Background: an optimization exercise with open tools, aiming at small area. Do not read the settings as production practice. In this exercise RTL edits were held to simulation tests only and were not proved equivalent to the original. Power is estimated from default activity; no workload was simulated.

--- flow/run.sh ---
#!/bin/bash
# synth_recipe.tcl (not shown) runs the flow's synth.tcl, then flattens the netlist and writes it again
# the make line also repeats each setting of config.mk as NAME=value (left out here)
make -C /OpenROAD-flow-scripts/flow DESIGN_CONFIG=/design/flow/config.mk WORK_HOME=/design/flow/orfs CLKGATE_MAP_FILE= SYNTH_SCRIPT=/design/flow/synth_recipe.tcl finish
--- flow/constraint.sdc ---
create_clock -name core_clock -period 10.0 [get_ports {clk}]
set_input_delay 2.0000 -clock core_clock [delete_from_list [all_inputs] [get_ports {clk}]]
set_output_delay 2.0000 -clock core_clock [all_outputs]
set_load 0.01 [all_outputs]
--- flow/design.v ---
module btqc (
    input  wire         clk,
    input  wire         rst,           
    input  wire         cmd_valid,
    output wire         cmd_ready,
    input  wire [127:0] cmd_data,
    output wire         resp_valid,
    output reg  [31:0]  resp_data,
    output wire         ev_valid,
    output wire [3:0]   ev_kind,
    output reg  [31:0]  ev_data,
    input  wire         ev_ack,
    input  wire [15:0]  ev_rdata
);
    localparam OP_INIT   = 8'h01, OP_SETCFG = 8'h02, OP_ENQ   = 8'h03,
               OP_CLRQ   = 8'h04, OP_QSIZE  = 8'h05, OP_QBYTES = 8'h06,
               OP_QOVF   = 8'h07, OP_FLUSH  = 8'h08, OP_XFER  = 8'h09,
               OP_FILL   = 8'h0A, OP_COPY   = 8'h0B, OP_SWCOPY = 8'h0C;
    localparam [5:0] S_IDLE    = 6'b00_0000,
                     S_RESP    = 6'b01_0000,
                     S_ENQ     = 6'b10_0000,
                     S_SLOT    = 6'b11_0000,
                     S_W1      = 6'b00_0001,    
                     S_W2      = 6'b01_0001,
                     S_W3      = 6'b10_0001,
                     S_W4      = 6'b11_0001,
                     S_SUFFIX  = 6'b00_0010,    
                     S_DW16    = 6'b00_0011,    
                     S_WAIT    = 6'b00_0100,    
                     S_GETSTEP = 6'b00_0101,    
                     S_SETSTEP = 6'b00_0110,    
                     S_SETSTEPF= 6'b01_0110,    
                     S_TAKEN   = 6'b00_0111,    
                     S_HALT    = 6'b00_1000,    
                     S_RESUME  = 6'b00_1001,    
                     S_RESUMEB = 6'b01_1001,    
                     S_SRCRD   = 6'b00_1010,    
                     S_PEND    = 6'b00_1011;    
    reg [5:0] state;
    assign ev_kind  = state[3:0];
    assign ev_valid = |state[3:0];
    wire   ev_fire  = ev_valid && ev_ack;
    reg [4:0]  effcap;         
    reg [4:0]  qcount;
    reg [3:0]  ovfidx;
    reg [19:0] qb;             
    reg        bok;            
    reg [19:0] bh;             
    reg        cfg_autoflush, cfg_ignover, cfg_hwdis, cfg_perbatch;
    localparam RW = 73;
    reg [16*RW-1:0] ring;
    reg [3:0]       ph;
    wire [RW-1:0]   rout = ring[16*RW-1:15*RW];
    reg [22:0] ps;             
    reg [15:0] pd;             
    reg [15:0] pl;             
    reg [15:0] pst;            
    reg [1:0]  pc;             
    reg [15:0] xr;             
    reg [15:0] kr;             
    reg        f_fl, f_xf, f_fill, f_copy, f_swc;
    reg        hs;             
    reg        two;            
    reg        e2;             
    reg        usex;           
    reg        swm;            
    reg        taken, batchopen;
    reg [4:0]  fi;
    reg        rbit;
    reg [1:0]  rsel;
    reg [1:0]  wcnt;           
    reg [3:0]  wq;             
    wire        acc    = cmd_valid && cmd_ready;
    wire [7:0]  c_op   = cmd_data[127:120];
    wire [23:0] c_src  = cmd_data[119:96];
    wire [15:0] c_dst  = cmd_data[95:80];
    wire [15:0] c_len  = cmd_data[79:64];
    wire [15:0] c_step = cmd_data[63:48];
    wire [7:0]  c_val  = cmd_data[47:40];
    wire [1:0]  c_cls  = cmd_data[33:32];
    wire [31:0] c_aux  = cmd_data[31:0];
    reg [127:0] wf_mask;
    reg         wf_known;
    always @* begin
        wf_known = 1'b1;
        case (c_op)
            OP_INIT:   wf_mask = 128'hFFFFFFFF_FFFF0000_FFFFFFFF_00000000;
            OP_SETCFG: wf_mask = 128'hFFFFFFFF_FFFFFFFF_FFFFFFFF_FFFFFFF0;
            OP_ENQ:    wf_mask = 128'hFF000001_00000000_0000FFFC_FFFFFFFF;
            OP_CLRQ, OP_QSIZE, OP_QBYTES, OP_QOVF, OP_FLUSH:
                       wf_mask = 128'hFFFFFFFF_FFFFFFFF_FFFFFFFF_FFFFFFFF;
            OP_XFER:   wf_mask = 128'hFF000001_00000000_0000FFFC_FFFFFFFF;
            OP_FILL:   wf_mask = 128'hFFFFFFFF_00000000_000000FF_FFFFFFFF;
            OP_COPY:   wf_mask = 128'hFFFF0000_00000000_0000FFFF_FFFFFFFF;
            OP_SWCOPY: wf_mask = 128'hFF000001_FFFF0000_0000FFFF_00000000;
            default: begin
                wf_mask  = 128'hFF000000_00000000_00000000_00000000;
                wf_known = 1'b0;
            end
        endcase
    end
    wire c_cls_bad = ((c_op == OP_ENQ) || (c_op == OP_XFER)) && (c_cls == 2'd3);
    wire c_ok      = wf_known && ((cmd_data & wf_mask) == {c_op, 120'd0}) && !c_cls_bad;
    wire        c_isfill = (c_op == OP_FILL);
    wire [15:0] c_opnd   = c_isfill ? {15'h7FFF, ~c_dst[0]} : c_src[16:1];
    wire [16:0] c_sum    = {1'b0, c_len} + {1'b0, c_opnd};
    wire        c_over   = c_sum[16] && (c_sum[15:0] != 16'd0);
    wire        c_cross  = c_over && ((c_op == OP_ENQ) || (c_op == OP_XFER));
    wire [15:0] c_plen   = (c_cross || (c_isfill && c_over)) ? c_sum[15:0] :
                           (c_isfill ? {15'd0, |c_len} : c_len);
    wire [5:0]  q_plus2  = {1'b0, qcount} + 6'd2;
    wire        enq_full = (qcount >= effcap) || (c_cross && (q_plus2 > {1'b0, effcap}));
    wire [6:0]  ps_hi1  = ps[22:16] + 7'd1;
    wire [22:0] ss      = hs ? {ps_hi1, 16'd0} : ps;           
    wire [15:0] sd      = hs ? (pd - ps[15:0]) : pd;           
    wire [15:0] remw    = 16'd0 - ps[15:0];                    
    wire [15:0] estep   = usex ? xr : pst;
    wire [31:0] w1 = {8'h94, pl[15:8], 8'h93, pl[7:0]};
    wire [31:0] w2 = {8'h96, ss[15:8], 16'h8F00} + {16'd0, estep};
    wire [31:0] w3 = {8'h97, 1'b0, ss[22:16], 8'h95, ss[7:0]};
    wire [31:0] trig = f_swc ? {xr, pd} :
                       {~pc[1] & pc[0], ~(pc[1] & pc[0]), sd[13:0], 8'h00,
                        1'b1, pc[1] & pc[0], 1'b0, pc[1] & ~pc[0], 2'b00, sd[15:14]};
    wire [6:0]  ahi     = hs ? ps_hi1 : ps[22:16];
    wire [15:0] stepout = (state == S_SETSTEPF || usex) ? xr :
                          {f_fl ? 8'h00 : pst[15:8], pst[7:0]};
    always @* begin
        case (state)
            S_W1:      ev_data = w1;
            S_W2:      ev_data = w2;
            S_W3:      ev_data = w3;
            S_W4:      ev_data = trig;
            S_SUFFIX:  ev_data = {16'd0, 8'h97, f_fill ? 8'h80 : 8'hC0};
            S_DW16:    ev_data = {16'd0, f_fl ? pst : xr};
            S_SRCRD:   ev_data = {8'd0, ahi, kr, 1'b0};
            default:   ev_data = {16'd0, stepout};
        endcase
    end
    assign cmd_ready  = (state == S_IDLE) && (wcnt == 2'd0);
    assign resp_valid = (state == S_RESP);
    always @* begin
        case (rsel)
            2'd0: resp_data = {31'd0, rbit};
            2'd1: resp_data = {27'd0, qcount};
            2'd2: resp_data = {11'd0, qb, 1'b0};
            default: resp_data = {28'd0, ovfidx};
        endcase
    end
    wire [15:0] elen   = e2 ? remw : pl;
    wire [19:0] qb_new = qb + {4'd0, elen};
    wire        eover  = bok && (qb_new > bh);
    wire        epend  = cfg_autoflush && (qb_new != 20'd0);
    wire [4:0]  nflush  = (ovfidx != 4'd0 && cfg_ignover) ? {1'b0, ovfidx} : qcount;
    wire        fl_done = (fi == nflush);
    wire        fl_hit  = (ph == fi[3:0]);
    wire        rwr   = (wcnt != 2'd0) && (ph == wq);
    wire [RW-1:0] rin = {pc, pst, pl, sd, ss};
    always @(posedge clk) begin
        ring <= {ring[15*RW-1:0], rwr ? rin : rout};
    end
    wire unit_end = ev_fire && (
        (state == S_W4 && (swm ? (pl == 16'd0) :
                           (!f_fill && ((f_fl && cfg_perbatch) || taken)))) ||
        (state == S_DW16 && (swm ? (pl == 16'd1) : taken)) ||
        (state == S_RESUME));
    always @(posedge clk) begin
        if (rst) begin
            state         <= S_IDLE;
            effcap        <= 5'd0;
            qcount        <= 5'd0;
            ovfidx        <= 4'd0;
            qb            <= 20'd0;
            bok           <= 1'b0;
            cfg_autoflush <= 1'b0;
            cfg_ignover   <= 1'b0;
            cfg_hwdis     <= 1'b0;
            cfg_perbatch  <= 1'b0;
            wcnt          <= 2'd0;
            ph            <= 4'd0;
        end else begin
            ph <= ph + 4'd1;
            if (rwr) begin
                wq   <= wq + 4'd1;
                wcnt <= wcnt - 2'd1;
                if (hs) begin
                    hs <= 1'b0;
                    pl <= remw;
                end
            end
            case (state)
            S_IDLE: begin
                if (acc) begin
                    ps     <= (c_op == OP_COPY) ? {7'd0, c_src[15:0]} : c_src[23:1];
                    pd     <= (c_op == OP_SWCOPY) ? c_aux[15:0] : c_dst;
                    pl     <= c_plen;
                    pst    <= c_step;
                    pc     <= {c_cls[1] | (c_op == OP_COPY), c_cls[0] | (c_op == OP_COPY)};
                    xr     <= (c_op == OP_SWCOPY) ? c_aux[31:16] : {c_val, c_val};
                    f_fl   <= (c_op == OP_FLUSH);
                    f_xf   <= (c_op == OP_XFER);
                    f_fill <= c_isfill;
                    f_copy <= (c_op == OP_COPY);
                    f_swc  <= (c_op == OP_SWCOPY);
                    hs     <= c_cross;
                    two    <= c_cross;
                    e2     <= 1'b0;
                    usex   <= 1'b0;
                    swm    <= (c_op == OP_SWCOPY);
                    fi     <= 5'd0;
                    batchopen <= 1'b0;
                    rsel   <= 2'd0;
                    rbit   <= 1'b1;
                    if (!c_ok) begin
                        rbit  <= 1'b0;
                        state <= S_RESP;
                    end else begin
                        case (c_op)
                        OP_INIT: begin
                            effcap <= (c_len > 16'd16) ? 5'd16 : c_len[4:0];
                            bok    <= (c_aux != 32'd0) && (c_aux[31:21] == 11'd0);
                            bh     <= c_aux[20:1];
                            qcount <= 5'd0;
                            ovfidx <= 4'd0;
                            qb     <= 20'd0;
                            state  <= S_RESP;
                        end
                        OP_SETCFG: begin
                            cfg_autoflush <= c_aux[0];
                            cfg_ignover   <= c_aux[1];
                            cfg_hwdis     <= c_aux[2];
                            cfg_perbatch  <= c_aux[3];
                            state         <= S_RESP;
                        end
                        OP_CLRQ: begin
                            qcount <= 5'd0;
                            ovfidx <= 4'd0;
                            qb     <= 20'd0;
                            state  <= S_RESP;
                        end
                        OP_QSIZE: begin
                            rsel  <= 2'd1;
                            state <= S_RESP;
                        end
                        OP_QBYTES: begin
                            rsel  <= 2'd2;
                            state <= S_RESP;
                        end
                        OP_QOVF: begin
                            rsel  <= 2'd3;
                            state <= S_RESP;
                        end
                        OP_ENQ: begin
                            if (enq_full) begin
                                rbit  <= 1'b0;
                                state <= S_RESP;
                            end else begin
                                wq    <= qcount[3:0];
                                wcnt  <= {c_cross, ~c_cross};
                                state <= S_ENQ;
                            end
                        end
                        OP_SWCOPY: state <= S_SETSTEP;
                        default:   state <= S_WAIT;     
                        endcase
                    end
                end
            end
            S_RESP: state <= S_IDLE;
            S_ENQ: begin
                qcount <= qcount + 5'd1;
                qb     <= qb_new;
                if (eover && ovfidx == 4'd0)
                    ovfidx <= qcount[3:0];
                rbit <= !(eover && cfg_ignover);
                if (epend)
                    state <= S_PEND;
                else if (two && !e2) begin
                    e2    <= 1'b1;
                    state <= S_ENQ;
                end else
                    state <= S_RESP;
            end
            S_PEND: begin
                if (ev_fire) begin
                    if (two && !e2) begin
                        e2    <= 1'b1;
                        state <= S_ENQ;
                    end else
                        state <= S_RESP;
                end
            end
            S_WAIT: begin
                if (ev_fire) begin
                    if (f_fl)
                        state <= S_GETSTEP;
                    else if (f_fill)
                        state <= (pst != 16'hFFFF) ? S_SETSTEP : S_W1;
                    else if (hs || pst == 16'hFFFF)
                        state <= S_GETSTEP;
                    else begin
                        swm   <= f_xf && cfg_hwdis;
                        state <= S_SETSTEP;
                    end
                end
            end
            S_GETSTEP: begin
                if (ev_fire) begin
                    xr <= ev_rdata;
                    if (f_fl)
                        state <= S_SLOT;
                    else begin
                        usex <= 1'b1;
                        if (f_xf && cfg_hwdis) begin
                            swm   <= 1'b1;
                            state <= S_SETSTEP;
                        end else
                            state <= S_W1;
                    end
                end
            end
            S_SETSTEP: begin
                if (swm)
                    kr <= hs ? 16'd0 : {f_fl ? w2[23:16] : ps[15:8], ps[7:0]};
                if (ev_fire) state <= swm ? S_W4 : S_W1;
            end
            S_W1: begin
                if (ev_fire) state <= f_fill ? S_SUFFIX : S_W2;
            end
            S_W2: begin
                if (ev_fire) state <= S_W3;
            end
            S_W3: begin
                if (ev_fire)
                    state <= f_copy ? S_SUFFIX :
                             (f_fl && cfg_perbatch && batchopen) ? S_HALT : S_TAKEN;
            end
            S_SUFFIX: begin
                if (ev_fire) state <= S_TAKEN;
            end
            S_TAKEN: begin
                if (ev_fire) begin
                    taken <= ev_rdata[0];
                    if (f_fl && cfg_perbatch) batchopen <= 1'b1;
                    state <= S_HALT;
                end
            end
            S_HALT: begin
                if (ev_fire) state <= S_W4;
            end
            S_W4: begin
                if (ev_fire) begin
                    if (swm)
                        state <= S_SRCRD;
                    else if (f_fill)
                        state <= S_DW16;
                    else
                        state <= S_RESUME;
                end
            end
            S_DW16: begin
                if (ev_fire) begin
                    if (swm) begin
                        kr <= kr + 16'd1;
                        if (kr == 16'hFFFF && !hs) ps[22:16] <= ps_hi1;
                        pl <= pl - 16'd1;
                        state <= S_SRCRD;
                    end else
                        state <= S_RESUME;
                end
            end
            S_SRCRD: begin
                if (ev_fire) begin
                    if (f_fl) pst <= ev_rdata;
                    else      xr  <= ev_rdata;
                    state <= S_DW16;
                end
            end
            S_RESUMEB: begin
                if (ev_fire) state <= S_SETSTEPF;
            end
            S_SETSTEPF: begin
                if (ev_fire) begin
                    qcount <= 5'd0;
                    ovfidx <= 4'd0;
                    qb     <= 20'd0;
                    state  <= S_RESP;
                end
            end
            default: ;
            endcase
            if (unit_end) begin
                if (f_fl)
                    state <= S_SLOT;
                else if (hs) begin
                    hs    <= 1'b0;
                    pl    <= remw;
                    usex  <= 1'b0;
                    swm   <= 1'b0;
                    state <= S_WAIT;
                end else
                    state <= S_RESP;
            end
            if ((state == S_SLOT) || (unit_end && f_fl) ||
                (state == S_GETSTEP && f_fl && ev_fire)) begin
                if (fl_done)
                    state <= (batchopen && !taken) ? S_RESUMEB : S_SETSTEPF;
                else if (fl_hit) begin
                    {pc, pst, pl, pd, ps} <= rout;
                    fi    <= fi + 5'd1;
                    swm   <= cfg_hwdis;
                    state <= cfg_hwdis ? S_SETSTEP : S_W1;
                end else
                    state <= S_SLOT;
            end
        end
    end
endmodule
--- flow/config.mk ---
export PLATFORM = sky130hd
export DESIGN_NAME = btqc
export DESIGN_NICKNAME = btqc
export VERILOG_FILES = /design/flow/design.v
export SDC_FILE = /design/flow/constraint.sdc
export NUM_CORES = 4
export LEC_CHECK = 0
export CAP_MARGIN = 20
export CORE_MARGIN = 2
export CORE_UTILIZATION = 40
export SLEW_MARGIN = 20
==> results of run 1 <==
## worst paths after layout
kind	end	cells past startpoint	slack [ns]	start
worst max-delay path	ev_data[0]	15	2.54	pd[0]
worst min-delay path	ring[1103]	0	0.30	ring[1030]
worst max register to register	rbit	24	3.38	ps[2]
worst min register to register	ring[1103]	0	0.30	ring[1030]
## routing by layer
layer  vias up  routed length (µm)  global-route usage, %
met4         6                3800                   7.56
met1     13700               58200                   32.2
li1      13200                   -                      -
met3       229               11300                   5.76
met5         -                  35                      0
met2      1270               51900                   32.3
## Yosys cell counts, types with 39 or more instances
| cell type | count | area [µm²] |
|---|---|---|
| a21oi_1 | 204 | 1020 |
| a31oi_1 | 39 | 244 |
| clkbuf_1 | 96 | 360 |
| dfxtp_1 | 1219 | 24400 |
| edfxtp_1 | 149 | 4470 |
| ha_1 | 94 | 1180 |
| inv_1 | 92 | 345 |
| mux2_2 | 62 | 698 |
| mux2i_1 | 64 | 641 |
| nand2_1 | 314 | 1180 |
| nand3_1 | 81 | 405 |
| nor2_1 | 200 | 751 |
| nor3_1 | 67 | 335 |
| nor4_1 | 45 | 282 |
| o21ai_0 | 202 | 1010 |
| xnor2_1 | 77 | 674 |
| xor2_1 | 40 | 350 |
## stage by stage
step           std cells  setup WS [ns]  power, mW  instance area, µm²  hold WS (ns)
2_1_floorplan       3641           3.60       7.81               42900         0.310
3_3_place_gp        5133           2.57       9.06               46300         0.310
3_5_place_dp        5133           2.50       9.07               46300         0.312
4_1_cts             5369           2.67       14.1               50900         0.290
5_1_grt             5369           2.26       14.6               50900         0.296
6_report            5376           2.54       14.1               50900         0.300
## logic make-up (layout without fill, tap and decap cells)
group	after synthesis	count (layout)
xor gates and xnor gates	117	117
muxes	127	127
other	1	18
and+or+nand+nor	916	916
DFF	1368	1368
buffers and inverters	250	575
AOI/OAI and AO/OA	755	755
adders and majority gates	97	97
## sequential cells by signal, summed over array words and instances, names as in the netlist, 6 cells and up
signal	cells
ring	1168
ps	23
bh	20
qb	20
kr	16
pd	16
pl	16
pst	16
xr	16
state	6
## power breakdown
group,leakage (nW),switching (mW),internal (mW),total (mW)
registers,11.2,0.409,5.80,6.20
clock network,2.21,2.17,2.87,5.04
logic,6.25,1.83,1.03,2.87
## final cells by class
| type | instances | area share, % |
|---|---|---|
| Clock buffer | 176 | 7.24 |
| Antenna cell | 7 | 0.0344 |
| Inverter | 94 | 0.698 |
| Multi-Input combinational cell | 2023 | 25.5 |
| Sequential cell | 1368 | 56.8 |
| Timing Repair Buffer | 245 | 4.62 |
| Clock inverter | 60 | 1.70 |
| Tap cell | 1403 | 3.45 |
==> flow_summary.json, run 1 <==
{
  "status": "finished clean",
  "fmax_mhz": 134,
  "cts_hold_buf": 0,
  "ioPinCount": 219,
  "synthDistinctLibCells": 102,
  "hold_viol": 0,
  "clk_latency_ns": 0.77,
  "synth_compound_area_share_pct": 11.3,
  "cts_tree": "yes",
  "h-tree-depth": 4,
  "synth_area_per_cell_um2": 11.8,
  "synthMuxAreaShare_pct": 3.15,
  "antenna_found_initial": 6,
  "nFillCells": 9577,
  "clkTransAtPathRegs_ns": 0.06,
  "skew_ns": 0.0480,
  "crit_slowest_cell": "clkdlybuf4s50_1",
  "seq_area_frac_synth_pct": 67.4,
  "setup_viol": 0,
  "numPortBuffers": 207,
  "async_flop_share_pct": 0,
  "grt_pass1_vias": 27000,
  "tightest_slew_ns": 1.20,
  "synth_edf_count": 149,
  "cts_resized": 0,
  "path_cells": "inv_1 -> ha_1 -> inv_1 -> fa_1 -> a21oi_1 -> o21ai_0 -> a2111oi_0 -> or4_1 -> nand3_1 -> a41oi_1 -> xnor2_1 -> mux2i_1 -> o2111ai_1 -> a21boi_0 -> clkdlybuf4s50_1",
  "crit_top_cell": "inv_1",
  "ir_drop_mv": 0.188,
  "coreArea_um2": 107000,
  "cp_data_arrival_time_ns": 5.46,
  "rows": 120,
  "drv_slew": 0,
  "die_h_um": 331,
  "cts.sinks": 1368,
  "synth-xor-area-share_pct": 2.39,
  "wl_per_cell_um": 23.3,
  "critPathCaptureType": "output pin",
  "critPathBufInv": 3,
  "vias": 28500,
  "path_max_fanout": 3,
  "gp_congestion": 0.986,
  "path_class": "flop to output pin",
  "drive_gt1_share_pct": 9.10,
  "regArea_um2": 28900,
  "tns_ns": 0,
  "start_util_pct": 40.2,
  "cpPeakStageDelay_ns": 0.64,
  "leakage_nw": 19.7,
  "slew_headroom_pct": 19.3,
  "nets": 4109,
  "period_needed_ns": 7.46,
  "cts.path.max_buffers": 3,
  "yosysWarnings": 1,
  "grt_max_degree": 70,
  "hpwl_um": 92200,
  "period_share_pct": 74.6,
  "ys_ff_latch": 1368,
  "drt-pass1-iter-count": 9,
  "root_buffer": "clkbuf_16",
  "overflow": 0,
  "drt_iter0_drc": 2842,
  "ys.flop_type": "dfxtp_1",
  "multiInputGateArea_um2": 13000,
  "layout_commonest_cell": "dfxtp_1",
  "cp_data_required_time_ns": 8.00,
  "synthesis.area_um2": 42800,
  "grt_pass1_wl_um": 181000,
  "fin_util_pct": 47.7,
  "syn2layout_area_growth_pct": 18.8,
  "min-delay-path-class": "flop to flop",
  "synthAdderAreaFrac_pct": 2.89,
  "synth_top_family_by_area": "compound AO/OA/AOI/OAI gates",
  "startpoint_type": "flop",
  "ant_nets": 0,
  "wl_um": 125000,
  "netlist_instances": 3631,
  "die_w_um": 331,
  "vias_per_cell": 5.30,
  "cellPowerDensity_nw_per_um2": 277,
  "rsz0062_at_grt": "no",
  "die_area_um2": 110000,
  "crit_family": "compound AO/OA/AOI/OAI gates",
  "maxCapViolations": 0,
  "final_cell_mix": "1,219 x dfxtp_1, 313 x nand2_1, 206 x clkdlybuf4s50_1, 204 x a21oi_1, 202 x o21ai_0",
  "numCtsBuffers": 132,
  "drc": 0,
  "track_usage_pct": 22.3,
  "cts_setup_buffers": 0,
  "synth_simple_gate_area_share_pct": 10.3
}
==> run 2: changes to the inputs <==
--- a/flow/design.v
+++ b/flow/design.v
@@ -20,6 +20,7 @@
                      S_RESP    = 6'b01_0000,
                      S_ENQ     = 6'b10_0000,
                      S_SLOT    = 6'b11_0000,
+                     S_PREP    = 6'b11_0000,    
                      S_W1      = 6'b00_0001,    
                      S_W2      = 6'b01_0001,
                      S_W3      = 6'b10_0001,
@@ -58,18 +59,39 @@
     reg [1:0]  pc;             
     reg [15:0] xr;             
     reg [15:0] kr;             
-    reg        f_fl, f_xf, f_fill, f_copy, f_swc;
+    reg        f_fl, f_xf, f_fill, f_copy, f_swc, f_enq;
     reg        hs;             
     reg        two;            
     reg        e2;             
     reg        usex;           
     reg        swm;            
     reg        taken, batchopen;
-    reg [4:0]  fi;
     reg        rbit;
     reg [1:0]  rsel;
     reg [1:0]  wcnt;           
-    reg [3:0]  wq;             
+    reg [4:0]  wq;             
+    function [24:0] addf;
+        input [23:0] a, b;
+        input        ci;
+        integer i;
+        reg c;
+        begin
+            c = ci;
+            for (i = 0; i < 24; i = i + 1) begin
+                addf[i] = a[i] ^ b[i] ^ c;
+                c = (a[i] & b[i]) | (c & (a[i] ^ b[i]));
+            end
+            addf[24] = c;
+        end
+    endfunction
+    function gtf;
+        input [23:0] a, b;
+        reg [24:0] d;
+        begin
+            d   = addf(b, ~a, 1'b1);     
+            gtf = !d[24];
+        end
+    endfunction
     wire        acc    = cmd_valid && cmd_ready;
     wire [7:0]  c_op   = cmd_data[127:120];
     wire [23:0] c_src  = cmd_data[119:96];
@@ -101,22 +123,28 @@
     end
     wire c_cls_bad = ((c_op == OP_ENQ) || (c_op == OP_XFER)) && (c_cls == 2'd3);
     wire c_ok      = wf_known && ((cmd_data & wf_mask) == {c_op, 120'd0}) && !c_cls_bad;
-    wire        c_isfill = (c_op == OP_FILL);
-    wire [15:0] c_opnd   = c_isfill ? {15'h7FFF, ~c_dst[0]} : c_src[16:1];
-    wire [16:0] c_sum    = {1'b0, c_len} + {1'b0, c_opnd};
-    wire        c_over   = c_sum[16] && (c_sum[15:0] != 16'd0);
-    wire        c_cross  = c_over && ((c_op == OP_ENQ) || (c_op == OP_XFER));
-    wire [15:0] c_plen   = (c_cross || (c_isfill && c_over)) ? c_sum[15:0] :
-                           (c_isfill ? {15'd0, |c_len} : c_len);
-    wire [5:0]  q_plus2  = {1'b0, qcount} + 6'd2;
-    wire        enq_full = (qcount >= effcap) || (c_cross && (q_plus2 > {1'b0, effcap}));
-    wire [6:0]  ps_hi1  = ps[22:16] + 7'd1;
+    wire [15:0] p_opnd   = f_fill ? {15'h7FFF, ~pd[0]} : ps[15:0];
+    wire [24:0] p_sum_f  = addf({8'd0, pl}, {8'd0, p_opnd}, 1'b0);
+    wire [16:0] p_sum    = p_sum_f[16:0];
+    wire        p_over   = p_sum[16] && (p_sum[15:0] != 16'd0);
+    wire        p_cross  = p_over && (f_enq || f_xf);
+    wire [15:0] p_plen   = (p_cross || (f_fill && p_over)) ? p_sum[15:0] :
+                           (f_fill ? {15'd0, |pl} : pl);
+    wire [24:0] qcnt_inc = addf({19'd0, qcount}, 24'd0, 1'b1);
+    wire        enq_full = !gtf({19'd0, effcap}, {19'd0, qcount}) ||
+                           (p_cross && !gtf({19'd0, effcap}, qcnt_inc[23:0]));
+    wire [24:0] ps_hi1_f = addf({17'd0, ps[22:16]}, 24'd0, 1'b1);
+    wire [6:0]  ps_hi1  = ps_hi1_f[6:0];
     wire [22:0] ss      = hs ? {ps_hi1, 16'd0} : ps;           
-    wire [15:0] sd      = hs ? (pd - ps[15:0]) : pd;           
-    wire [15:0] remw    = 16'd0 - ps[15:0];                    
+    wire [24:0] hid_f   = addf({8'd0, pd}, {8'd0, ~ps[15:0]}, 1'b1);
+    wire [15:0] sd      = hs ? hid_f[15:0] : pd;               
+    wire [24:0] remw_f  = addf({8'd0, ~ps[15:0]}, 24'd0, 1'b1);
+    wire [15:0] remw    = remw_f[15:0];                        
     wire [15:0] estep   = usex ? xr : pst;
     wire [31:0] w1 = {8'h94, pl[15:8], 8'h93, pl[7:0]};
-    wire [31:0] w2 = {8'h96, ss[15:8], 16'h8F00} + {16'd0, estep};
+    wire [24:0] w2_f = addf({16'd0, estep[15:8]}, {16'd0, 8'h8F}, 1'b0);       
+    wire [24:0] w2_g = addf({8'd0, 8'h96, ss[15:8]}, 24'd0, w2_f[8]);
+    wire [31:0] w2 = {w2_g[15:0], w2_f[7:0], estep[7:0]};
     wire [31:0] w3 = {8'h97, 1'b0, ss[22:16], 8'h95, ss[7:0]};
     wire [31:0] trig = f_swc ? {xr, pd} :
                        {~pc[1] & pc[0], ~(pc[1] & pc[0]), sd[13:0], 8'h00,
@@ -124,16 +152,24 @@
     wire [6:0]  ahi     = hs ? ps_hi1 : ps[22:16];
     wire [15:0] stepout = (state == S_SETSTEPF || usex) ? xr :
                           {f_fl ? 8'h00 : pst[15:8], pst[7:0]};
+    reg [31:0] cw;
     always @* begin
-        case (state)
-            S_W1:      ev_data = w1;
-            S_W2:      ev_data = w2;
-            S_W3:      ev_data = w3;
-            S_W4:      ev_data = trig;
-            S_SUFFIX:  ev_data = {16'd0, 8'h97, f_fill ? 8'h80 : 8'hC0};
-            S_DW16:    ev_data = {16'd0, f_fl ? pst : xr};
-            S_SRCRD:   ev_data = {8'd0, ahi, kr, 1'b0};
-            default:   ev_data = {16'd0, stepout};
+        case (state[5:4])
+            2'd0:    cw = w1;
+            2'd1:    cw = w2;
+            2'd2:    cw = w3;
+            default: cw = trig;
+        endcase
+    end
+    always @* begin
+        ev_data[31:24] = cw[31:24];
+        ev_data[23:16] = (state[3:0] == S_SRCRD[3:0]) ? {ahi, kr[15]} : cw[23:16];
+        case (state[3:0])
+            4'd1:    ev_data[15:0] = cw[15:0];
+            4'd2:    ev_data[15:0] = {8'h97, f_fill ? 8'h80 : 8'hC0};
+            4'd3:    ev_data[15:0] = f_fl ? pst : xr;
+            4'd10:   ev_data[15:0] = {kr[14:0], 1'b0};
+            default: ev_data[15:0] = stepout;
         endcase
     end
     assign cmd_ready  = (state == S_IDLE) && (wcnt == 2'd0);
@@ -147,17 +183,22 @@
         endcase
     end
     wire [15:0] elen   = e2 ? remw : pl;
-    wire [19:0] qb_new = qb + {4'd0, elen};
-    wire        eover  = bok && (qb_new > bh);
+    wire [24:0] qb_f   = addf({4'd0, qb}, {8'd0, elen}, 1'b0);
+    wire [19:0] qb_new = qb_f[19:0];
+    wire        eover  = bok && gtf({4'd0, qb_new}, {4'd0, bh});
     wire        epend  = cfg_autoflush && (qb_new != 20'd0);
     wire [4:0]  nflush  = (ovfidx != 4'd0 && cfg_ignover) ? {1'b0, ovfidx} : qcount;
-    wire        fl_done = (fi == nflush);
-    wire        fl_hit  = (ph == fi[3:0]);
-    wire        rwr   = (wcnt != 2'd0) && (ph == wq);
+    wire        fl_done = (wq == nflush);
+    wire        fl_hit  = (ph == wq[3:0]);
+    wire        rwr   = (wcnt != 2'd0) && (ph == wq[3:0]);
     wire [RW-1:0] rin = {pc, pst, pl, sd, ss};
     always @(posedge clk) begin
         ring <= {ring[15*RW-1:0], rwr ? rin : rout};
     end
+    wire [24:0] ph_inc = addf({20'd0, ph}, 24'd0, 1'b1);
+    wire [24:0] wq_inc = addf({19'd0, wq}, 24'd0, 1'b1);
+    wire [24:0] kr_inc = addf({8'd0, kr}, 24'd0, 1'b1);
+    wire [24:0] pl_dec = addf({8'd0, pl}, 24'hFFFFFF, 1'b0);
     wire unit_end = ev_fire && (
         (state == S_W4 && (swm ? (pl == 16'd0) :
                            (!f_fill && ((f_fl && cfg_perbatch) || taken)))) ||
@@ -178,10 +219,10 @@
             wcnt          <= 2'd0;
             ph            <= 4'd0;
         end else begin
-            ph <= ph + 4'd1;
+            ph <= ph_inc[3:0];
             if (rwr) begin
-                wq   <= wq + 4'd1;
-                wcnt <= wcnt - 2'd1;
+                wq   <= wq_inc[4:0];
+                wcnt <= {wcnt[1] & wcnt[0], ~wcnt[0]};
                 if (hs) begin
                     hs <= 1'b0;
                     pl <= remw;
@@ -192,21 +233,21 @@
                 if (acc) begin
                     ps     <= (c_op == OP_COPY) ? {7'd0, c_src[15:0]} : c_src[23:1];
                     pd     <= (c_op == OP_SWCOPY) ? c_aux[15:0] : c_dst;
-                    pl     <= c_plen;
+                    pl     <= c_len;
                     pst    <= c_step;
                     pc     <= {c_cls[1] | (c_op == OP_COPY), c_cls[0] | (c_op == OP_COPY)};
                     xr     <= (c_op == OP_SWCOPY) ? c_aux[31:16] : {c_val, c_val};
                     f_fl   <= (c_op == OP_FLUSH);
                     f_xf   <= (c_op == OP_XFER);
-                    f_fill <= c_isfill;
+                    f_fill <= (c_op == OP_FILL);
+                    f_enq  <= (c_op == OP_ENQ);
                     f_copy <= (c_op == OP_COPY);
                     f_swc  <= (c_op == OP_SWCOPY);
-                    hs     <= c_cross;
-                    two    <= c_cross;
+                    hs     <= 1'b0;
                     e2     <= 1'b0;
                     usex   <= 1'b0;
                     swm    <= (c_op == OP_SWCOPY);
-                    fi     <= 5'd0;
+                    wq     <= 5'd0;
                     batchopen <= 1'b0;
                     rsel   <= 2'd0;
                     rbit   <= 1'b1;
@@ -216,7 +257,7 @@
                     end else begin
                         case (c_op)
                         OP_INIT: begin
-                            effcap <= (c_len > 16'd16) ? 5'd16 : c_len[4:0];
+                            effcap <= ((|c_len[15:5]) || (c_len[4] && (|c_len[3:0]))) ? 5'd16 : c_len[4:0];
                             bok    <= (c_aux != 32'd0) && (c_aux[31:21] == 11'd0);
                             bh     <= c_aux[20:1];
                             qcount <= 5'd0;
@@ -249,25 +290,33 @@
                             rsel  <= 2'd3;
                             state <= S_RESP;
                         end
-                        OP_ENQ: begin
-                            if (enq_full) begin
-                                rbit  <= 1'b0;
-                                state <= S_RESP;
-                            end else begin
-                                wq    <= qcount[3:0];
-                                wcnt  <= {c_cross, ~c_cross};
-                                state <= S_ENQ;
-                            end
-                        end
                         OP_SWCOPY: state <= S_SETSTEP;
-                        default:   state <= S_WAIT;     
+                        OP_FLUSH:  state <= S_WAIT;
+                        default:   state <= S_PREP;     
                         endcase
                     end
                 end
             end
             S_RESP: state <= S_IDLE;
+            S_PREP: begin
+                if (!f_fl) begin
+                    pl  <= p_plen;
+                    hs  <= p_cross;
+                    two <= p_cross;
+                    if (!f_enq)
+                        state <= S_WAIT;
+                    else if (enq_full) begin
+                        rbit  <= 1'b0;
+                        state <= S_RESP;
+                    end else begin
+                        wq    <= qcount;
+                        wcnt  <= {p_cross, ~p_cross};
+                        state <= S_ENQ;
+                    end
+                end
+            end
             S_ENQ: begin
-                qcount <= qcount + 5'd1;
+                qcount <= qcnt_inc[4:0];
                 qb     <= qb_new;
                 if (eover && ovfidx == 4'd0)
                     ovfidx <= qcount[3:0];
@@ -360,9 +409,9 @@
             S_DW16: begin
                 if (ev_fire) begin
                     if (swm) begin
-                        kr <= kr + 16'd1;
+                        kr <= kr_inc[15:0];
                         if (kr == 16'hFFFF && !hs) ps[22:16] <= ps_hi1;
-                        pl <= pl - 16'd1;
+                        pl <= pl_dec[15:0];
                         state <= S_SRCRD;
                     end else
                         state <= S_RESUME;
@@ -400,13 +449,13 @@
                 end else
                     state <= S_RESP;
             end
-            if ((state == S_SLOT) || (unit_end && f_fl) ||
+            if ((state == S_SLOT && f_fl) || (unit_end && f_fl) ||
                 (state == S_GETSTEP && f_fl && ev_fire)) begin
                 if (fl_done)
                     state <= (batchopen && !taken) ? S_RESUMEB : S_SETSTEPF;
                 else if (fl_hit) begin
                     {pc, pst, pl, pd, ps} <= rout;
-                    fi    <= fi + 5'd1;
+                    wq    <= wq_inc[4:0];
                     swm   <= cfg_hwdis;
                     state <= cfg_hwdis ? S_SETSTEP : S_W1;
                 end else
--- a/flow/config.mk
+++ b/flow/config.mk
@@ -8,4 +8,7 @@
 export CAP_MARGIN = 20
 export CORE_MARGIN = 2
 export CORE_UTILIZATION = 40
+export CTS_BUF_LIST = sky130_fd_sc_hd__clkbuf_16
+export CTS_CLUSTER_DIAMETER = 100
+export CTS_CLUSTER_SIZE = 25
 export SLEW_MARGIN = 20
==> run 2 against run 1 <==
Compared with the run above:
- largest power group unchanged
- cell count is 7.9% lower
- worst hold slack better by 0.0094 ns
- clock skew is 0.0029 ns higher
- count of clock-buffer cells in the layout is 107 lower
- maximum frequency is 24% lower
- area after synthesis is 3.5% lower
- critical endpoint is now ev_data[1]
- cell area is 7.6% lower
- clock power is about 40% lower
- highest routed layer unchanged
- non-clock buffer count is 21 higher
- still clean on timing, DRC and antenna
- sequential power is 1% higher
- sequential share of layout area is 4.5 points higher
- flip-flop and latch count is 3 lower
==> flow_summary.json, run 2 <==
{
  "cp_data_arrival_time_ns": 7.77,
  "drt_iter0_drc": 2616,
  "status": "finished clean",
  "hpwl_um": 86700,
  "clk_latency_ns": 0.69,
  "r2r_start": "ps[0]",
  "ys.flop_type": "dfxtp_1",
  "cp_data_required_time_ns": 8.00,
  "synth_area_leaders": "dfxtp_1 59%, edfxtp_1 11%, nand2_1 3.6%",
  "swShare_pct": 33.5,
  "cts.sinks": 1365,
  "clkTransAtPathRegs_ns": 0.09,
  "fmax_mhz": 102,
  "die_h_um": 325,
  "drc": 0,
  "hp-start": "ring[92]",
  "setup_viol": 0,
  "ant_nets": 0,
  "switching_power_mw": 4.21,
  "reg_top3": "ring x1168, ps x23",
  "ir_drop_mv": 0.157,
  "die_area_um2": 106000,
  "seq_area_frac_synth_pct": 69.6,
  "cpPeakStageDelay_ns": 0.41,
  "h-tree-depth": 3,
  "largest_reg_flops": 1168,
  "root_buffer": "clkbuf_16",
  "maxCapViolations": 0,
  "min-delay-path-class": "flop to flop",
  "antenna_found_initial": 3,
  "wl_um": 116000,
  "vias": 25900,
  "numCtsBuffers": 68,
  "largest-register": "ring",
  "netlist_instances": 3370,
  "rrSetupSlack_ns": 0.29,
  "track_usage_pct": 21.5,
  "ioPinCount": 219,
  "r2r_cells": 30,
  "numPortBuffers": 207,
  "power.clock.fraction_pct": 24.0,
  "drt-pass1-iter-count": 6,
  "ys_ff_latch": 1365,
  "yosysTopAreaCell": "dfxtp_1",
  "cts.path.max_buffers": 3,
  "synth_edf_count": 146,
  "hold_ws_ns": 0.309,
  "skew_ns": 0.0510,
  "die_w_um": 325,
  "final_cell_mix": "1,219 x dfxtp_1, 398 x nand2_1, 205 x o21ai_0, 204 x clkdlybuf4s50_1, 174 x a21oi_1",
  "synth_area_per_cell_um2": 12.3,
  "path_class": "flop to output pin",
  "nets": 3855,
  "seqPwrFrac_pct": 49.7,
  "path_max_fanout": 7,
  "rsz0062_at_grt": "no",
  "hold_viol": 0,
  "syn2layout_area_growth_pct": 13.7,
  "wl_per_cell_um": 23.5,
  "drive_gt1_share_pct": 7.23,
  "yosysWarnings": 1,
  "nFillCells": 9445,
  "crit_slowest_cell": "edfxtp_1",
  "yosysTopAreaCellShare_pct": 59.0,
  "pwr-share-comb_pct": 26.3,
  "period_needed_ns": 9.77,
  "critPathCaptureType": "output pin",
  "tightest_slew_ns": 1.06,
  "p_int_mw": 8.38,
  "min_path_cells": 0,
  "async_flop_share_pct": 0,
  "leakage_nw": 18.4,
  "cts_tree": "yes",
  "grt_pass1_wl_um": 166000,
  "rows": 117,
  "period_share_pct": 97.7,
  "layout_commonest_cell": "dfxtp_1",
  "vias_per_cell": 5.23,
  "antenna_cells": 0,
  "drv_slew": 0,
  "grt_pass1_vias": 24300,
  "synthDistinctLibCells": 86,
  "r2r_end": "state[4]",
  "synth.most_common_cell": "dfxtp_1",
  "synthesis.area_um2": 41300,
  "ys_top_cells_by_count": "1,219 x dfxtp_1, 398 x nand2_1, 207 x o21ai_0",
  "grt_max_degree": 76,
  "fin_util_pct": 46.0,
  "whs_endpoint": "ring[165]",
  "gp_congestion": 0.989,
  "startpoint_type": "flop",
  "cellPowerDensity_nw_per_um2": 268,
  "slew_headroom_pct": 28.4,
  "overflow": 0,
  "coreArea_um2": 102000,
  "start_util_pct": 40.5
}
-- run 2: worst max path at each step --
stage / startpoint / end / slack [ns] / cells past startpoint
global placement: ps[0] / state[4] / 0.08 / 30
CTS: ps[0] / state[4] / 0.01 / 30
detailed placement: ps[0] / state[4] / -0.06 / 30
global route: ps[0] / ev_data[1] / 0.005 / 28
floorplan: ps[0] / state[4] / 0.43 / 31
finish: ps[0] / ev_data[1] / 0.23 / 28
-- run 2: logic make-up after synthesis --
| family | count (synthesis) | synth area share (%) |
|---|---|---|
| AO/OA/AOI/OAI | 663 | 10.2 |
| multiplexers | 103 | 2.62 |
| buffers and inverters | 276 | 2.79 |
| other | 1 | 0.00907 |
| flip-flops | 1365 | 69.6 |
| AND/OR/NAND/NOR | 782 | 8.69 |
| adder cells (fa/ha/maj) | 160 | 5.64 |
| XOR/XNOR | 20 | 0.424 |
-- run 2: timing repair --
action,4_1_cts,5_1_grt
buffers inserted,0,1
endpoints found under the setup margin,4,6
gates resized for setup,10,15
hold endpoints to repair,0,0
pin swaps,1,4
hold buffers,0,0
-- run 2: per-stage QoR --
step	TNS, ns	total power [mW]	setup WS, ns	area [µm²]	std cells
after CTS	0	12.6	0.0123	46900	4948
after floorplan	0	8.03	0.425	41400	3380
final	0	12.6	0.231	47000	4950
after detailed placement	-0.0859	9.58	-0.0641	44900	4843
after global placement	0	9.55	0.0769	44900	4843
after global routing	0	13.2	0.00543	47000	4950
-- run 2: area by class of cell --
class,instances,area [µm²],share of cell area (%)
inverter,107,403,0.857
sequential,1365,28800,61.2
clock buffer,69,1730,3.67
clock inverter,36,313,0.665
timing repair buffer,266,2510,5.33
tap,1368,1710,3.64
multi-input combinational,1739,11600,24.6
-- run 2: critical path, delay by kind of cell (launching register included) --
| family | cells | cell delay (ns) |
|---|---|---|
| multiplexers | 1 | 0.10 |
| adder cells (fa/ha/maj) | 15 | 4.67 |
| XOR/XNOR | 2 | 0.35 |
| AND/OR/NAND/NOR | 1 | 0.10 |
| buffers and inverters | 7 | 0.81 |
| AO/OA/AOI/OAI | 2 | 0.62 |
| flip-flops | 1 | 0.41 |
-- run 2: routing by layer --
layer / global-route usage, % / up-vias / wire, µm
met5: 0 / - / 13
met4: 9.01 / 2 / 5390
met3: 4.10 / 223 / 8840
met2: 32.4 / 1076 / 49900
met1: 30.3 / 12600 / 52100
li1: - / 12000 / -
-- run 2: power by group through the flow --
| stage | Combinational, mW | Sequential, mW | Clock (mW) |
|---|---|---|---|
| after floorplan | 1.89 | 6.14 | 0 |
| after global placement | 3.19 | 6.36 | 0 |
| after detailed placement | 3.21 | 6.37 | 0 |
| after CTS | 3.23 | 6.24 | 3.12 |
| after global routing | 3.56 | 6.27 | 3.32 |
| final | 3.31 | 6.26 | 3.02 |
==> run 3: changes to the inputs <==
--- a/flow/design.v
+++ b/flow/design.v
@@ -136,8 +136,8 @@
     wire [24:0] ps_hi1_f = addf({17'd0, ps[22:16]}, 24'd0, 1'b1);
     wire [6:0]  ps_hi1  = ps_hi1_f[6:0];
     wire [22:0] ss      = hs ? {ps_hi1, 16'd0} : ps;           
-    wire [24:0] hid_f   = addf({8'd0, pd}, {8'd0, ~ps[15:0]}, 1'b1);
-    wire [15:0] sd      = hs ? hid_f[15:0] : pd;               
+    wire [24:0] pdadj_f = addf({8'd0, pd}, {8'd0, hs ? ps[15:0] : ~ps[15:0]}, !hs);
+    wire [15:0] sd      = pd;
     wire [24:0] remw_f  = addf({8'd0, ~ps[15:0]}, 24'd0, 1'b1);
     wire [15:0] remw    = remw_f[15:0];                        
     wire [15:0] estep   = usex ? xr : pst;
@@ -226,6 +226,7 @@
                 if (hs) begin
                     hs <= 1'b0;
                     pl <= remw;
+                    pd <= pdadj_f[15:0];
                 end
             end
             case (state)
@@ -301,6 +302,7 @@
             S_PREP: begin
                 if (!f_fl) begin
                     pl  <= p_plen;
+                    if (p_cross) pd <= pdadj_f[15:0];
                     hs  <= p_cross;
                     two <= p_cross;
                     if (!f_enq)
@@ -443,6 +445,7 @@
                 else if (hs) begin
                     hs    <= 1'b0;
                     pl    <= remw;
+                    pd    <= pdadj_f[15:0];
                     usex  <= 1'b0;
                     swm   <= 1'b0;
                     state <= S_WAIT;
==> run 3 against run 2 <==
Compared with the run above:
- synthesized cell count is 1.3% higher
- cell count is 1.1% higher
- count of clock-buffer cells in the layout is 1 higher
- via count is 0.59% higher
- setup slack better by 0.17 ns
- die area is 1.3% higher
- critical path type is now flop to flop
- critical endpoint is now state[4]
==> flow_summary.json, run 3 <==
{
  "synth_area_leaders": "dfxtp_1 58%, edfxtp_1 10%, ha_1 3.9%",
  "cpPeakStageDelay_ns": 0.45,
  "synthAdderAreaFrac_pct": 6.02,
  "startpoint_type": "flop",
  "die_w_um": 328,
  "ioPinCount": 219,
  "drive_gt1_share_pct": 6.41,
  "final_cells": 5005,
  "crit_slowest_cell": "fa_1",
  "yosysTopAreaCellShare_pct": 58.3,
  "crit_top_cell": "fa_1",
  "numPortBuffers": 207,
  "critPathCaptureType": "flop",
  "track_usage_pct": 20.6,
  "slew_headroom_pct": 22.9,
  "h-tree-depth": 3,
  "synthesis.area_um2": 41900,
  "die_area_um2": 107000,
  "synthDistinctLibCells": 91,
  "clk_latency_ns": 0.67,
  "synth_edf_count": 146,
  "dp.cells": 4897,
  "syn2layout_area_growth_pct": 13.7,
  "cts.sinks": 1365,
  "numCtsBuffers": 68,
  "period_share_pct": 96.0,
  "die_h_um": 328,
  "hold_viol": 0,
  "synth_compound_area_share_pct": 9.60,
  "fmax_mhz": 104,
  "largest-register": "ring",
  "status": "finished clean",
  "async_flop_share_pct": 0,
  "ys_top_cells_by_count": "1,219 x dfxtp_1, 408 x nand2_1, 160 x o21ai_0",
  "synth_area_per_cell_um2": 12.3,
  "ys_ff_latch": 1365,
  "start_util_pct": 40.4,
  "vias": 26000,
  "cellPowerDensity_nw_per_um2": 250,
  "maxCapViolations": 0,
  "rows": 118,
  "grt_max_degree": 72,
  "period_needed_ns": 9.60,
  "final_cell_mix": "1,219 x dfxtp_1, 407 x nand2_1, 206 x clkdlybuf4s50_1, 157 x o21ai_0, 146 x edfxtp_1",
  "skew_ns": 0.0414,
  "setup_viol": 0,
  "tightest_slew_ns": 1.14,
  "netlist_instances": 3413,
  "reg_top3": "ring x1168, ps x23",
  "grt_pass1_wl_um": 165000,
  "coreArea_um2": 104000,
  "largest_reg_flops": 1168,
  "layout_commonest_cell": "dfxtp_1",
  "vias_per_cell": 5.20,
  "cts.path.max_buffers": 3,
  "cp_data_arrival_time_ns": 10.20,
  "clkTransAtPathRegs_ns": 0.10,
  "synth.most_common_cell": "dfxtp_1",
  "synth_top_family_by_area": "compound AO/OA/AOI/OAI gates",
  "wl_per_cell_um": 22.5,
  "drt-pass1-iter-count": 8,
  "synth_simple_gate_area_share_pct": 9.06,
  "seq_area_frac_synth_pct": 68.7,
  "wl_um": 113000,
  "nets": 3912,
  "synthMuxAreaShare_pct": 3.40,
  "drc": 0,
  "rsz0062_at_grt": "no",
  "ys.flop_type": "dfxtp_1",
  "path_class": "flop to flop",
  "cts_tree": "yes",
  "drv_slew": 0,
  "tns_ns": 0,
  "drt_iter0_drc": 2755,
  "ant_nets": 0,
  "cp_data_required_time_ns": 10.60,
  "overflow": 0,
  "min-delay-path-class": "flop to flop",
  "yosysWarnings": 1,
  "root_buffer": "clkbuf_16",
  "yosysTopAreaCell": "dfxtp_1",
  "grt_pass1_vias": 24300,
  "hpwl_um": 82200,
  "antenna_found_initial": 9,
  "leakage_nw": 19.1,
  "path_max_fanout": 3,
  "gp_congestion": 0.943,
  "ir_drop_mv": 0.149,
  "synth-xor-area-share_pct": 0.418
}
run 3: changes by cell type in the layout (fill, tap and decap cells not counted), moves of 7 or more:
cell,delta
a21oi_1,-38
a22oi_1,+16
fa_1,+10
fa_2,-10
ha_1,+16
mux2_2,-8
mux2i_1,+43
nand2_1,+9
nand2b_1,+19
nand3_1,+22
nor2_1,-24
o21ai_0,-48
o22ai_1,+16
o41ai_1,+7
run 3: power by group:
part | switching (mW) | internal (mW) | total (mW)
Combinational | 1.70 | 1.09 | 2.79
Clock | 1.73 | 1.32 | 3.05
Sequential | 0.290 | 5.76 | 6.05
Total | 3.72 | 8.17 | 11.9
run 3: repair_timing:
action,in CTS,in global routing
setup buffers,0,1
setup endpoints to repair,0,22
hold buffers,0,0
resized for setup,0,11
run 3: final cells by class:
type / instances / area (µm²)
inverters: 116 / 438
clock buffers: 70 / 1750
well taps: 1380 / 1730
multi-input cells: 1773 / 12100
repair buffers: 265 / 2500
clock inverters: 30 / 300
diodes: 6 / 15.0
fillers: 9449 / 56000
flip-flops and latches: 1365 / 28800
run 3: worst paths after layout:
| kind | from | depth (start not counted) | slack [ns] | end |
|---|---|---|---|---|
| worst max register to register | ps[0] | 31 | 0.40 | state[4] |
| worst max-delay path | ps[0] | 31 | 0.40 | state[4] |
| worst min-delay path | ring[1077] | 0 | 0.30 | ring[1150] |
| worst min register to register | ring[1077] | 0 | 0.30 | ring[1150] |
run 3: routing by layer:
layer	global-route usage, %	vias to the layer above	part of all wire (%)
li1	-	12200	-
met1	29.5	12600	46
met2	30.7	1022	43
met3	4.66	190	7.9
met4	7.04	8	3.5
met5	0	-	0.044
run 3: cells by family (layout without fill, tap and decap cells):
| kind of cell | Yosys count | count (layout) |
|---|---|---|
| flip-flops | 1365 | 1365 |
| other | 1 | 17 |
| AND/OR/NAND/NOR | 815 | 815 |
| AO/OA/AOI/OAI | 614 | 614 |
| XOR/XNOR | 20 | 20 |
| buffers and inverters | 285 | 481 |
| adder cells (fa/ha/maj) | 175 | 175 |
| multiplexers | 138 | 138 |
run 3: per-stage QoR:
step | setup WS [ns] | util, % | total power [mW] | hold WS (ns) | cell area [µm²]
after floorplan | 0.390 | - | 7.67 | 0.310 | 41900
after global placement | 0.340 | 43.9 | 8.88 | 0.310 | 45500
after detailed placement | 0.290 | 43.9 | 8.88 | 0.312 | 45500
after CTS | 0.230 | 45.9 | 11.9 | 0.314 | 47600
after global routing | 0.00348 | 45.9 | 12.4 | 0.318 | 47600
final | 0.397 | 46.0 | 11.9 | 0.304 | 47600
run 3: critical path, delay by kind of cell (launching register included):
kind	cells	cell delay (ns)
buffers and inverters	2	0.25
AND/OR/NAND/NOR	3	0.50
flip-flops	1	0.39
AO/OA/AOI/OAI	7	1.03
adder cells (fa/ha/maj)	19	7.38
==> run 4: changes to the inputs <==
--- a/flow/design.v
+++ b/flow/design.v
@@ -136,8 +136,8 @@
     wire [24:0] ps_hi1_f = addf({17'd0, ps[22:16]}, 24'd0, 1'b1);
     wire [6:0]  ps_hi1  = ps_hi1_f[6:0];
     wire [22:0] ss      = hs ? {ps_hi1, 16'd0} : ps;           
-    wire [24:0] pdadj_f = addf({8'd0, pd}, {8'd0, hs ? ps[15:0] : ~ps[15:0]}, !hs);
-    wire [15:0] sd      = pd;
+    wire [24:0] hid_f   = addf({8'd0, pd}, {8'd0, ~ps[15:0]}, 1'b1);
+    wire [15:0] sd      = hs ? hid_f[15:0] : pd;               
     wire [24:0] remw_f  = addf({8'd0, ~ps[15:0]}, 24'd0, 1'b1);
     wire [15:0] remw    = remw_f[15:0];                        
     wire [15:0] estep   = usex ? xr : pst;
@@ -226,7 +226,6 @@
                 if (hs) begin
                     hs <= 1'b0;
                     pl <= remw;
-                    pd <= pdadj_f[15:0];
                 end
             end
             case (state)
@@ -302,7 +301,6 @@
             S_PREP: begin
                 if (!f_fl) begin
                     pl  <= p_plen;
-                    if (p_cross) pd <= pdadj_f[15:0];
                     hs  <= p_cross;
                     two <= p_cross;
                     if (!f_enq)
@@ -445,7 +443,6 @@
                 else if (hs) begin
                     hs    <= 1'b0;
                     pl    <= remw;
-                    pd    <= pdadj_f[15:0];
                     usex  <= 1'b0;
                     swm   <= 1'b0;
                     state <= S_WAIT;
==> flow/flow/run.sh (new file) <==
#!/bin/bash
# The standard ORFS layout (standard.sh), with two changes:
#  - the input and output port buffers are the smallest buffer cell (buf_1)
#  - clock tree: clkbuf_16 leaf clusters of up to 25 sinks, no dummy loads
# The whole make output goes to standard.log; ORFS keeps each step's log
# under orfs/logs/.
set -euo pipefail
export BUFFER_PORTS_ARGS="-buffer_cell sky130_fd_sc_hd__buf_1"
export CTS_ARGS="-sink_clustering_enable -repair_clock_nets -buf_list sky130_fd_sc_hd__clkbuf_16 -sink_clustering_size 25 -sink_clustering_max_diameter 100 -dont_use_dummy_load"
bash standard.sh > standard.log 2>&1
==> flow/standard.sh (new file) <==
#!/bin/bash
# synth_recipe.tcl (not shown) runs the flow's synth.tcl, then flattens the netlist and writes it again
# the make line also repeats each setting of config.mk as NAME=value (left out here)
make -C /OpenROAD-flow-scripts/flow DESIGN_CONFIG=/design/flow/config.mk WORK_HOME=/design/flow/orfs CLKGATE_MAP_FILE= SYNTH_SCRIPT=/design/flow/synth_recipe.tcl "${@:-finish}"
--- a/flow/config.mk
+++ b/flow/config.mk
@@ -8,7 +8,4 @@
 export CAP_MARGIN = 20
 export CORE_MARGIN = 2
 export CORE_UTILIZATION = 40
-export CTS_BUF_LIST = sky130_fd_sc_hd__clkbuf_16
-export CTS_CLUSTER_DIAMETER = 100
-export CTS_CLUSTER_SIZE = 25
 export SLEW_MARGIN = 20
removed: flow/run.sh
==> run 4 against run 3 <==
Compared with the run above:
- still clean on timing, DRC and antenna
- clock power is 7.9% lower
- synthesized cell count is 1.3% lower
- count of clock-buffer cells in the layout is 2 lower
- utilization is 1.6 points lower
- critical path depth is 4 lower
- sequential share of layout area is 3.0 points higher
- non-clock buffer count is 6 lower
- clock skew is 0.021 ns higher
- flip-flop and latch count stayed put
- sequential power is 3.6% higher
- global-route usage is 0.85 points higher
- critical path type is now flop to output pin
- critical endpoint is now ev_data[1]
- largest power group unchanged
- highest routed layer unchanged
==> flow_summary.json, run 4 <==
{
  "status": "finished clean",
  "fmax_mhz": 103,
  "cellPowerDensity_nw_per_um2": 270,
  "min-delay-path-class": "flop to flop",
  "path_class": "flop to output pin",
  "met3_usage_pct": 4.11,
  "min_path_cells": 0,
  "clkTransAtPathRegs_ns": 0.10,
  "rsz0062_at_grt": "no",
  "grt.busiest_layer": "met2",
  "ys_ff_latch": 1365,
  "layout_commonest_cell": "dfxtp_1",
  "setup_slack_ns": 0.276,
  "grt_pass1_vias": 24400,
  "gp_congestion": 0.996,
  "ir_drop_mv": 0.136,
  "startpoint_type": "flop",
  "grt_pass1_wl_um": 166000,
  "synthesis.area_um2": 41300,
  "r2r_start": "ps[0]",
  "vias_per_cell": 5.26,
  "nFillCells": 9606,
  "yosysTopAreaCell": "dfxtp_1",
  "root_buffer": "clkbuf_16",
  "cp_data_arrival_time_ns": 7.72,
  "grt_max_degree": 76,
  "start_util_pct": 40.5,
  "period_needed_ns": 9.72,
  "drt_iter0_drc": 2498,
  "path_max_fanout": 8,
  "wl_per_cell_um": 23.7,
  "synth_edf_count": 146,
  "cts_hold_buf": 0,
  "p_int_mw": 8.15,
  "ioPinCount": 219,
  "rows": 117,
  "async_flop_share_pct": 0,
  "synth.most_common_cell": "dfxtp_1",
  "synthDistinctLibCells": 86,
  "track_usage_pct": 21.5,
  "clk_latency_ns": 0.67,
  "rrSetupSlack_ns": 0.35,
  "hp-start": "ring[312]",
  "nets": 3848,
  "syn2layout_area_growth_pct": 9.70,
  "cts.sinks": 1365,
  "seq_area_frac_synth_pct": 69.6,
  "grtUsageMet1_pct": 30.0,
  "hpwl_um": 87100,
  "power.clock.fraction_pct": 23.0,
  "wl_um": 116000,
  "drive_gt1_share_pct": 6.73,
  "hold_viol": 0,
  "cts.path.max_buffers": 3,
  "regArea_um2": 28800,
  "pwr-share-comb_pct": 25.9,
  "seqPwrFrac_pct": 51.2,
  "numPortBuffers": 207,
  "reg_top3": "ring x1168, ps x23",
  "synth_area_leaders": "dfxtp_1 59%, edfxtp_1 11%, nand2_1 3.6%",
  "cts_tree": "yes",
  "ant_nets": 0,
  "whs_endpoint": "ring[385]",
  "coreArea_um2": 102000,
  "yosysTopAreaCellShare_pct": 59.0,
  "swShare_pct": 33.5,
  "post-place-ws_ns": -0.145,
  "die_area_um2": 106000,
  "hold_ws_ns": 0.288,
  "tightest_slew_ns": 1.07,
  "largest-register": "ring",
  "leakage_nw": 17.6,
  "r2r_cells": 30,
  "multiInputGateArea_um2": 11600,
  "r2r_end": "state[4]",
  "vias": 25800,
  "largest_reg_flops": 1168,
  "cts_setup_buffers": 0,
  "die_h_um": 325,
  "switching_power_mw": 4.10,
  "final_cell_mix": "1,219 x dfxtp_1, 398 x nand2_1, 206 x o21ai_0, 205 x buf_1, 174 x a21oi_1",
  "overflow": 0,
  "netlist_instances": 3370,
  "numCtsBuffers": 68,
  "drc": 0,
  "drv_slew": 0,
  "antenna_found_initial": 10,
  "synth_area_per_cell_um2": 12.3,
  "ys_top_cells_by_count": "1,219 x dfxtp_1, 398 x nand2_1, 207 x o21ai_0",
  "maxCapViolations": 0,
  "critPathCaptureType": "output pin",
  "die_w_um": 325,
  "drt-pass1-iter-count": 7,
  "slew_headroom_pct": 27.6,
  "setup_viol": 0,
  "h-tree-depth": 3,
  "skew_ns": 0.0625,
  "ys.flop_type": "dfxtp_1",
  "cp_data_required_time_ns": 8.00,
  "grt.met2_usage_pct": 32.7,
  "period_share_pct": 97.2,
  "yosysWarnings": 1
}
==> run 4: kinds of logic (layout without fill, tap and decap cells) <==
kind of cell               after synthesis  count (layout)  synth area share, %
other                                    1              13              0.00907
AOI/OAI and AO/OA                      663             663                 10.2
buffers and inverters                  276             434                 2.79
adders and majority gates              160             160                 5.64
xor gates and xnor gates                20              20                0.424
and+or+nand+nor                        782             782                 8.69
DFF                                   1365            1365                 69.6
muxes                                  103             103                 2.62
==> run 4: per-stage QoR <==
stage / instance area, µm² / power (mW) / setup TNS [ns] / util, % / std cells
final: 45300 / 12.2 / 0 / 44.4 / 4908
after global routing: 45300 / 12.8 / 0 / 44.4 / 4906
after CTS: 45300 / 12.2 / 0 / 44.3 / 4906
after detailed placement: 43600 / 9.43 / -0.193 / 42.6 / 4838
after global placement: 43600 / 9.40 / 0 / 42.6 / 4838
after floorplan: 41400 / 8.03 / 0 / - / 3380
==> run 4: how the worst max path moves through the flow <==
stage,from,end,slack [ns]
final,ps[0],ev_data[1],0.28
after detailed placement,ps[0],state[0],-0.14
after global routing,ps[0],ev_data[1],0.01
after global placement,ps[0],state[4],0.08
after floorplan,ps[0],state[4],0.43
after CTS,ps[0],state[0],0.03
==> run 4: what timing repair did <==
item / CTS / global route
setup endpoints to repair: 2 / 5
gates resized for setup: 3 / 17
pin swaps: 0 / 4
==> run 4: power by group through the flow <==
stage               Combinational (mW)  Sequential, mW  Clock [mW]
floorplan                         1.89            6.14           0
global placement                  3.03            6.37           0
detailed placement                3.06            6.37           0
CTS                               3.08            6.25        2.89
global route                      3.41            6.27        3.08
finish                            3.17            6.27        2.81
==> run 4: final cells by class <==
cell class	count	area share [%]
Timing Repair Buffer	259	2.59
Antenna cell	2	0.0110
Multi-Input combinational cell	1739	25.5
Sequential cell	1365	63.5
Tap cell	1368	3.77
Clock buffer	68	3.75
Inverter	107	0.888
==> run 4: worst max-delay path, stage by stage, from the launching register on <==
cell	delay, ns
edfxtp_1	0.43
buf_6	0.17
ha_1	0.21
fa_1	0.40
fa_2	0.36
fa_1	0.39
fa_2	0.37
fa_2	0.35
fa_2	0.34
fa_2	0.35
fa_1	0.38
fa_1	0.37
inv_1	0.07
fa_1	0.16
inv_1	0.05
fa_1	0.36
inv_1	0.08
fa_1	0.18
fa_1	0.18
inv_1	0.06
fa_1	0.37
xor2_1	0.14
nand2_1	0.11
xnor2_2	0.20
mux2i_1	0.13
a221o_1	0.37
o211ai_1	0.28
buf_2	0.24
==> run 4: per-layer routing <==
| metal | up-vias | part of all wire [%] | routed length, µm |
|---|---|---|---|
| li1 | 11900 | - | - |
| met1 | 12600 | 45 | 52600 |
| met2 | 1019 | 43 | 50100 |
| met3 | 236 | 7.0 | 8160 |
| met4 | 14 | 4.5 | 5250 |
| met5 | - | 0.082 | 95 |
==> run 5: changes to the inputs <==
==> flow/flow/run.sh (replaced) <==
#!/bin/bash
# The standard ORFS layout (standard.sh), with two changes:
#  - the input and output port buffers are the smallest buffer cell (buf_1)
#  - clock tree: clkbuf_8 leaf clusters of up to 20 sinks, no dummy loads
# The whole make output goes to standard.log; ORFS keeps each step's log
# under orfs/logs/.
set -euo pipefail
export BUFFER_PORTS_ARGS="-buffer_cell sky130_fd_sc_hd__buf_1"
export CTS_ARGS="-sink_clustering_enable -repair_clock_nets -buf_list sky130_fd_sc_hd__clkbuf_8 -sink_clustering_size 20 -sink_clustering_max_diameter 60 -dont_use_dummy_load"
bash standard.sh > standard.log 2>&1
==> run 5 against run 4 <==
Compared with the run above:
- cell count rose by 0.69%
- clock skew increased by 0.037 ns
- highest routed layer unchanged
- count of clock-buffer cells in the layout up 30
- global-route usage about the same
- utilization shrank 0.33 points
- worst hold slack got worse by 0.035 ns
- power shrank 2.9%
- non-clock buffer count stayed put
==> flow_summary.json, run 5 <==
{
  "numPortBuffers": 207,
  "post-place-ws_ns": -0.145,
  "rows": 117,
  "vias_per_cell": 5.22,
  "rsz0062_at_grt": "no",
  "r2r_cells": 30,
  "leakage_nw": 17.4,
  "crit_family": "adder cells",
  "yosysWarnings": 1,
  "startpoint_type": "flop",
  "synth_area_per_cell_um2": 12.3,
  "die_area_um2": 106000,
  "synthesis.area_um2": 41300,
  "ioPinCount": 219,
  "h-tree-depth": 3,
  "hp-start": "ring[126]",
  "regArea_um2": 28800,
  "maxCapViolations": 0,
  "ys_top_cells_by_count": "1,219 x dfxtp_1, 398 x nand2_1, 207 x o21ai_0",
  "multiInputGateArea_um2": 11600,
  "gp_congestion": 0.996,
  "critPathCaptureType": "flop",
  "vias": 25800,
  "synth_edf_count": 146,
  "synth_area_leaders": "dfxtp_1 59%, edfxtp_1 11%, nand2_1 3.6%",
  "wl_um": 117000,
  "synthAdderAreaFrac_pct": 5.64,
  "dp.cells": 4838,
  "drv_slew": 0,
  "cpPeakStageDelay_ns": 0.44,
  "root_buffer": "clkbuf_8",
  "critPathBufInv": 1,
  "cts_tree": "yes",
  "skew_ns": 0.0995,
  "antenna_found_initial": 12,
  "setup_slack_ns": 0.280,
  "r2r_start": "ps[0]",
  "netlist_instances": 3370,
  "cp_data_arrival_time_ns": 10.41,
  "seq_area_frac_synth_pct": 69.6,
  "slew_headroom_pct": 29.8,
  "wl_per_cell_um": 23.6,
  "hold_viol": 0,
  "power_mw": 11.9,
  "ys.flop_type": "dfxtp_1",
  "cellPowerDensity_nw_per_um2": 264,
  "grt_max_degree": 76,
  "yosysTopAreaCellShare_pct": 59.0,
  "drt_iter0_drc": 2523,
  "cts.sinks": 1365,
  "synth-xor-area-share_pct": 0.424,
  "synthDistinctLibCells": 86,
  "largest_reg_flops": 1168,
  "synth_simple_gate_area_share_pct": 8.69,
  "min_path_cells": 0,
  "period_needed_ns": 9.72,
  "path_depth": 30,
  "synth_compound_area_share_pct": 10.2,
  "largest-register": "ring",
  "startpoint": "ps[0]",
  "status": "finished clean",
  "nets": 3878,
  "drt-pass1-iter-count": 6,
  "die_h_um": 325,
  "crit_slowest_cell": "fa_1",
  "ir_drop_mv": 0.115,
  "cp_data_required_time_ns": 10.69,
  "ant_nets": 0,
  "final_cell_mix": "1,219 x dfxtp_1, 398 x nand2_1, 206 x o21ai_0, 205 x buf_1, 174 x a21oi_1",
  "syn2layout_area_growth_pct": 8.87,
  "ys_ff_latch": 1365
}
-- run 5: cell types whose count changed in the layout (fill, tap and decap cells not counted) --
cell       delta
fa_1          -1
clkbuf_16    -68
fa_2          +1
clkbuf_8     +98
diode_2       +4
-- run 5: cell families (layout without fill, tap and decap cells) --
logic type | after synthesis | in the layout
adder cells (fa/ha/maj) | 160 | 160
flip-flops | 1365 | 1365
multiplexers | 103 | 103
XOR/XNOR | 20 | 20
buffers and inverters | 276 | 464
AND/OR/NAND/NOR | 782 | 782
AO/OA/AOI/OAI | 663 | 663
other | 1 | 17
-- run 5: final timing paths --
path,to,slack [ns]
max,state[4],0.28
min,ring[199],0.25
max reg2reg,state[4],0.28
min reg2reg,ring[199],0.25
-- run 5: power breakdown --
part	leakage (nW)	internal [mW]	switching (mW)
combinational	5.51	1.10	2.07
sequential	11.2	5.84	0.437
clock	0.705	0.876	1.57
total	17.4	7.81	4.08
-- run 5: stage by stage --
step,instance area [µm²],setup TNS (ns),hold WS (ns)
2_1_floorplan,41400,0,0.310
3_3_place_gp,43600,0,0.310
3_5_place_dp,43600,-0.193,0.312
4_1_cts,44900,0,0.252
5_1_grt,45000,0,0.258
6_report,45000,0,0.254
-- run 5: final cells by class --
cell class                 instances  area share, %
antenna                            6         0.0334
inverter                         107          0.895
sequential                      1365           64.0
clock buffer                      98           3.00
timing repair buffer             259           2.61
tap                             1368           3.80
multi-input combinational       1739           25.7
-- run 5: repair_timing --
item | CTS | global route
gates resized for setup | 3 | 18
pin swaps | 0 | 4
hold buffers | 0 | 0
endpoints found under the setup margin | 3 | 5
setup buffers | 0 | 0
-- run 5: metal layers --
layer	up-vias	share of wire (%)	track usage, %
met5	-	0.068	0
met2	1028	43	32.7
met4	12	4.7	9.19
li1	12000	-	-
met1	12500	45	29.7
met3	269	7.6	4.60

==> port drivers added, routing unchanged <==
How much do the figures lean on ideal ports? The routed layouts below were timed once more, with nothing changed but the port constraints. Step 1: set_driving_cell puts a clkbuf_16 on clk and a buf_2 on each other input, an assumption about the parent block. Step 2 also shifts input and output timing later by t, the mid clock arrival at the registers, as if the neighbouring blocks saw the same clock. a / b / c = no drivers / after step 1 / after step 2; a / b = the first two.
run	shift t [ns]	setup WS [ns]
run 1	0.816	2.545 / 2.475 / 2.494
run 2	0.734	0.231 / 0.161 / 0.291
run 3	0.717	0.397 / 0.397 / 0.397
run 4	0.704	0.276 / 0.205 / 0.345
run 5	0.828	0.280 / 0.214 / 0.280
After both steps setup and hold are still met in every run listed.
